Background: an optimization exercise with open tools, aiming at small area and a short achievable clock period. Do not read the settings as production practice. At most, simulation tests tie the RTL to the original design; equivalence was not proved.

Setup of rev 12:
==> flow/design.v <==
module szservo_core (
    input  wire           clk,
    input  wire           rst,           
    input  wire           start,         
    input  wire           init,          
    input  wire           busy,          
    input  wire [767:0]   data,          
    output wire           ready,
    output wire           initialized,
    output wire           sclk,
    output wire           cs_n,
    output wire           sdo
);
    localparam integer C  = 32;
    localparam integer W  = 24;
    localparam integer L  = C * W;
    localparam integer RL = 16;          
    localparam integer NR = L / RL;      
    reg s_idle, s_setup, s_hold, s_delay, s_blo, s_bhi;
    reg csn_r;
    reg nld;                 
    reg [1:0] div_cnt;
    reg [4:0] bit_cnt;
    reg       init_latched;
    reg       initialized_r;
    reg       nrdy;          
    reg       ninit;         
    reg       sdo_r;
    reg       sh;            
    wire tick         = (div_cnt == 2'd0);
    wire word_zero;
    wire init_pending = (init | init_latched) & ~initialized_r;
    wire req          = start | init_pending;
    wire bit_zero     = (bit_cnt == 5'd0);
    wire div_load = (s_idle & req) | s_setup | s_hold | (s_bhi & busy & ~word_zero);
    wire go_setup = (s_idle & req) | s_hold | (s_bhi & busy & ~word_zero);
    wire go_hold  = s_setup & ~bit_zero;
    wire go_delay = s_setup & bit_zero;
    wire go_blo   = s_delay | (s_blo & busy);
    wire go_bhi   = (s_blo & ~busy) | (s_bhi & ~busy);
    wire go_idle  = (s_idle & ~req) | (s_bhi & busy & word_zero);
    wire n_idle   = tick ? go_idle  : s_idle;
    wire n_setup  = tick ? go_setup : s_setup;
    wire n_hold   = tick ? go_hold  : s_hold;
    wire n_delay  = tick ? go_delay : s_delay;
    wire n_initl  = init_latched | init;
    wire n_inited = initialized_r | (tick & s_bhi & busy & word_zero & init_pending);
    wire n_sh     = (div_cnt == 2'd1) & (s_hold | s_delay);
    reg  [L-1:0] rg;
    wire [L-1:0] rot;
    wire [NR-1:0] tap;
    genvar gr, gi;
    generate
        for (gr = 0; gr < NR; gr = gr + 1) begin : g_ring
            for (gi = 0; gi < RL; gi = gi + 1) begin : g_bit
                assign rot[gr*RL + gi] = rg[gr*RL + ((gi + RL - 1) % RL)];
            end
            assign tap[gr] = rg[gr*RL + RL - 1];
        end
    endgenerate
    always @(posedge clk) begin
        rg <= ~((data | {L{nld}}) & (rot | {L{s_idle}}));
    end
    reg  [9:0]    f;         
    reg           fnone;     
    reg  [3:0]    fq;        
    reg           nb1, v1;   
    reg           nb2, v2;   
    assign word_zero = fnone;
    wire fv   = ~fnone & (tap[f[9:4]] ^ f[0]);
    wire hit  = fnone | (fq == 4'd0);
    wire a_v  = sh ? v2 : v1;
    wire a_d  = sh ? nb2 : nb1;
    wire b_v  = sh ? 1'b0 : v2;
    wire take = hit & ~(a_v & b_v);
    always @(posedge clk) begin
        if (s_idle) begin
            nb1   <= init_pending ? data[W-2] : data[L-2];
            nb2   <= init_pending ? data[W-3] : data[L-3];
            v1    <= 1'b1;
            v2    <= 1'b1;
            f     <= init_pending ? W - 4 : L - 4;
            fq    <= init_pending ? 4'd5 : 4'd13;    
            fnone <= 1'b0;
        end else begin
            nb1 <= (take & ~a_v) ? fv : a_d;
            v1  <= a_v | take;
            if (take & a_v)
                nb2 <= fv;
            v2  <= b_v | (take & a_v);
            if (!take)
                fq <= fq + 1'b1;
            if (take) begin
                f <= f - 1'b1;
                if (f == 10'd0)
                    fnone <= 1'b1;
            end
        end
    end
    always @(posedge clk) begin
        if (rst) begin
            s_idle        <= 1'b1;
            s_setup       <= 1'b0;
            s_hold        <= 1'b0;
            s_delay       <= 1'b0;
            s_blo         <= 1'b0;
            s_bhi         <= 1'b0;
            csn_r         <= 1'b1;
            nld           <= 1'b0;
            div_cnt       <= 2'd0;
            init_latched  <= 1'b0;
            initialized_r <= 1'b0;
            nrdy          <= 1'b0;
            ninit         <= 1'b1;
            sdo_r         <= 1'b0;
            sh            <= 1'b0;
        end else begin
            if (!tick)
                div_cnt <= div_cnt - 1'b1;
            else if (div_load)
                div_cnt <= 2'd3;
            init_latched  <= n_initl;
            initialized_r <= n_inited;
            s_idle  <= n_idle;
            nld     <= ~n_idle;
            s_setup <= n_setup;
            s_hold  <= n_hold;
            s_delay <= n_delay;
            csn_r   <= ~(n_setup | n_hold | n_delay);
            nrdy    <= ~n_idle | (n_initl & ~n_inited);
            ninit   <= ~n_inited;
            sh      <= n_sh;
            if (tick) begin
                s_blo <= go_blo;
                s_bhi <= go_bhi;
            end
            if (s_idle) begin
                if (tick)
                    sdo_r <= init_pending ? data[W-1] : (start & data[L-1]);
            end else if (sh)
                sdo_r <= nb1;
        end
    end
    always @(posedge clk) begin
        if (tick) begin
            if (s_idle | (s_bhi & busy))
                bit_cnt <= W - 1;
            else if (s_hold)
                bit_cnt <= bit_cnt - 1'b1;
        end
    end
    assign sclk        = s_setup;
    assign cs_n        = csn_r;
    assign sdo         = sdo_r;
    assign ready       = ~(start | nrdy | (init & ninit));
    assign initialized = initialized_r;
endmodule
Settings: LEC_CHECK=0, CAP_MARGIN=20, CORE_MARGIN=2, CORE_UTILIZATION=40, CTS_BUF_LIST=sky130_fd_sc_hd__clkbuf_16, CTS_CLUSTER_DIAMETER=100, CTS_CLUSTER_SIZE=30, SETUP_SLACK_MARGIN=3.0, SLEW_MARGIN=20; clock period 5.0 ns.
standard.sh (not shown) runs the stock make flow with config.mk's settings and CLKGATE_MAP_FILE= SYNTH_SCRIPT=/design/flow/synth_recipe.tcl, a recipe that flattens the netlist after the stock synthesis.
==> flow/flow/run.sh <==
#!/bin/bash
# Layout flow: the standard ORFS flow (standard.sh), with the port
# buffers made from the smallest buffer cell instead of the resizer's
# default choice. Every input and output port still gets its buffer.
set -euo pipefail
export BUFFER_PORTS_ARGS="-buffer_cell sky130_fd_sc_hd__buf_1"
bash standard.sh > standard_flow.log 2>&1
What rev 13 does differently from rev 12 at the input level:
--- a/flow/design.v
+++ b/flow/design.v
@@ -45,10 +45,11 @@
     wire n_delay  = tick ? go_delay : s_delay;
     wire n_initl  = init_latched | init;
     wire n_inited = initialized_r | (tick & s_bhi & busy & word_zero & init_pending);
     wire n_sh     = (div_cnt == 2'd1) & (s_hold | s_delay);
     reg  [L-1:0] rg;
+    reg          ph0;        
     wire [L-1:0] rot;
     wire [NR-1:0] tap;
     genvar gr, gi;
     generate
         for (gr = 0; gr < NR; gr = gr + 1) begin : g_ring
@@ -58,38 +59,40 @@
             assign tap[gr] = rg[gr*RL + RL - 1];
         end
     endgenerate
     always @(posedge clk) begin
         rg <= ~((data | {L{nld}}) & (rot | {L{s_idle}}));
+        ph0 <= ~s_idle & ~ph0;
     end
     reg  [9:0]    f;         
     reg           fnone;     
     reg  [3:0]    fq;        
     reg           nb1, v1;   
     reg           nb2, v2;   
     assign word_zero = fnone;
-    wire fv   = ~fnone & (tap[f[9:4]] ^ f[0]);
+    wire fv   = ~fnone & (tap[f[9:4]] ^ ~ph0);
     wire hit  = fnone | (fq == 4'd0);
+    wire byp  = sh & ~v1;
     wire a_v  = sh ? v2 : v1;
     wire a_d  = sh ? nb2 : nb1;
     wire b_v  = sh ? 1'b0 : v2;
-    wire take = hit & ~(a_v & b_v);
+    wire take = hit & (byp | ~(a_v & b_v));
+    wire put  = take & ~byp;
     always @(posedge clk) begin
         if (s_idle) begin
             nb1   <= init_pending ? data[W-2] : data[L-2];
-            nb2   <= init_pending ? data[W-3] : data[L-3];
             v1    <= 1'b1;
-            v2    <= 1'b1;
-            f     <= init_pending ? W - 4 : L - 4;
-            fq    <= init_pending ? 4'd5 : 4'd13;    
+            v2    <= 1'b0;
+            f     <= init_pending ? W - 3 : L - 3;
+            fq    <= init_pending ? 4'd6 : 4'd14;    
             fnone <= 1'b0;
         end else begin
-            nb1 <= (take & ~a_v) ? fv : a_d;
-            v1  <= a_v | take;
-            if (take & a_v)
+            nb1 <= (put & ~a_v) ? fv : a_d;
+            v1  <= a_v | put;
+            if (put & a_v)
                 nb2 <= fv;
-            v2  <= b_v | (take & a_v);
+            v2  <= b_v | (put & a_v);
             if (!take)
                 fq <= fq + 1'b1;
             if (take) begin
                 f <= f - 1'b1;
                 if (f == 10'd0)
@@ -136,11 +139,11 @@
             end
             if (s_idle) begin
                 if (tick)
                     sdo_r <= init_pending ? data[W-1] : (start & data[L-1]);
             end else if (sh)
-                sdo_r <= nb1;
+                sdo_r <= v1 ? nb1 : fv;
         end
     end
     always @(posedge clk) begin
         if (tick) begin
             if (s_idle | (s_bhi & busy))
## What came out
Rev 13 finished all stages; the layout is clean. Diff rev 12 -> rev 13: met2 track demand over resource in global routing -1.3 points, largest net degree at the start of global routing +9, multi-input gate share of the layout cell area +0.20 points, initial antenna violation count +1, area growth from synthesis to final layout -1.3 points. From rev 12 to rev 13 the numbers moved as follows: routed wire length -about 4.6%, cell count has decreased, number of instances in the synthesized netlist picked up an extra 0.31%, measured slew at the worst slew-check pin saw an increase, netlist area before placement shows no meaningful change. Relative to rev 12, rev 13 improves worst hold slack.
The RTL of rev 13 was laid out without a check of its function.

[afterwards: timing with drivers on the ports]
The results above use ideal ports. As a check the final layouts listed here were re-extracted and re-timed, cells and wires unchanged.
Step 1, drivers: a clkbuf_16 drives clk and a buf_2 each remaining input, both assumed.
Step 2 times the ports against the registers' clock, not the clock port: input delays grow and output delays shrink by t, the midpoint of the rising clock arrivals with the driver on.
Slacks: ideal / step 1 / step 2; pairs: ideal / step 1.
run | t (ns) | setup WS [ns] | hold slack, ns | worst setup path after step 2 | clock arrival spread, ns
rev 12 | 0.623 | 2.563 / 2.508 / 2.508 | 0.401 / 0.401 / 0.401 | input to output | 0.031 / 0.031
rev 13 | 0.684 | 2.554 / 2.515 / 2.515 | 0.411 / 0.411 / 0.411 | input to output | 0.022 / 0.022
After both steps every run listed still meets setup and hold. The setup slack of rev 12, which loses most, moves by -0.055 ns with the drivers and by -0.055 ns with both steps.
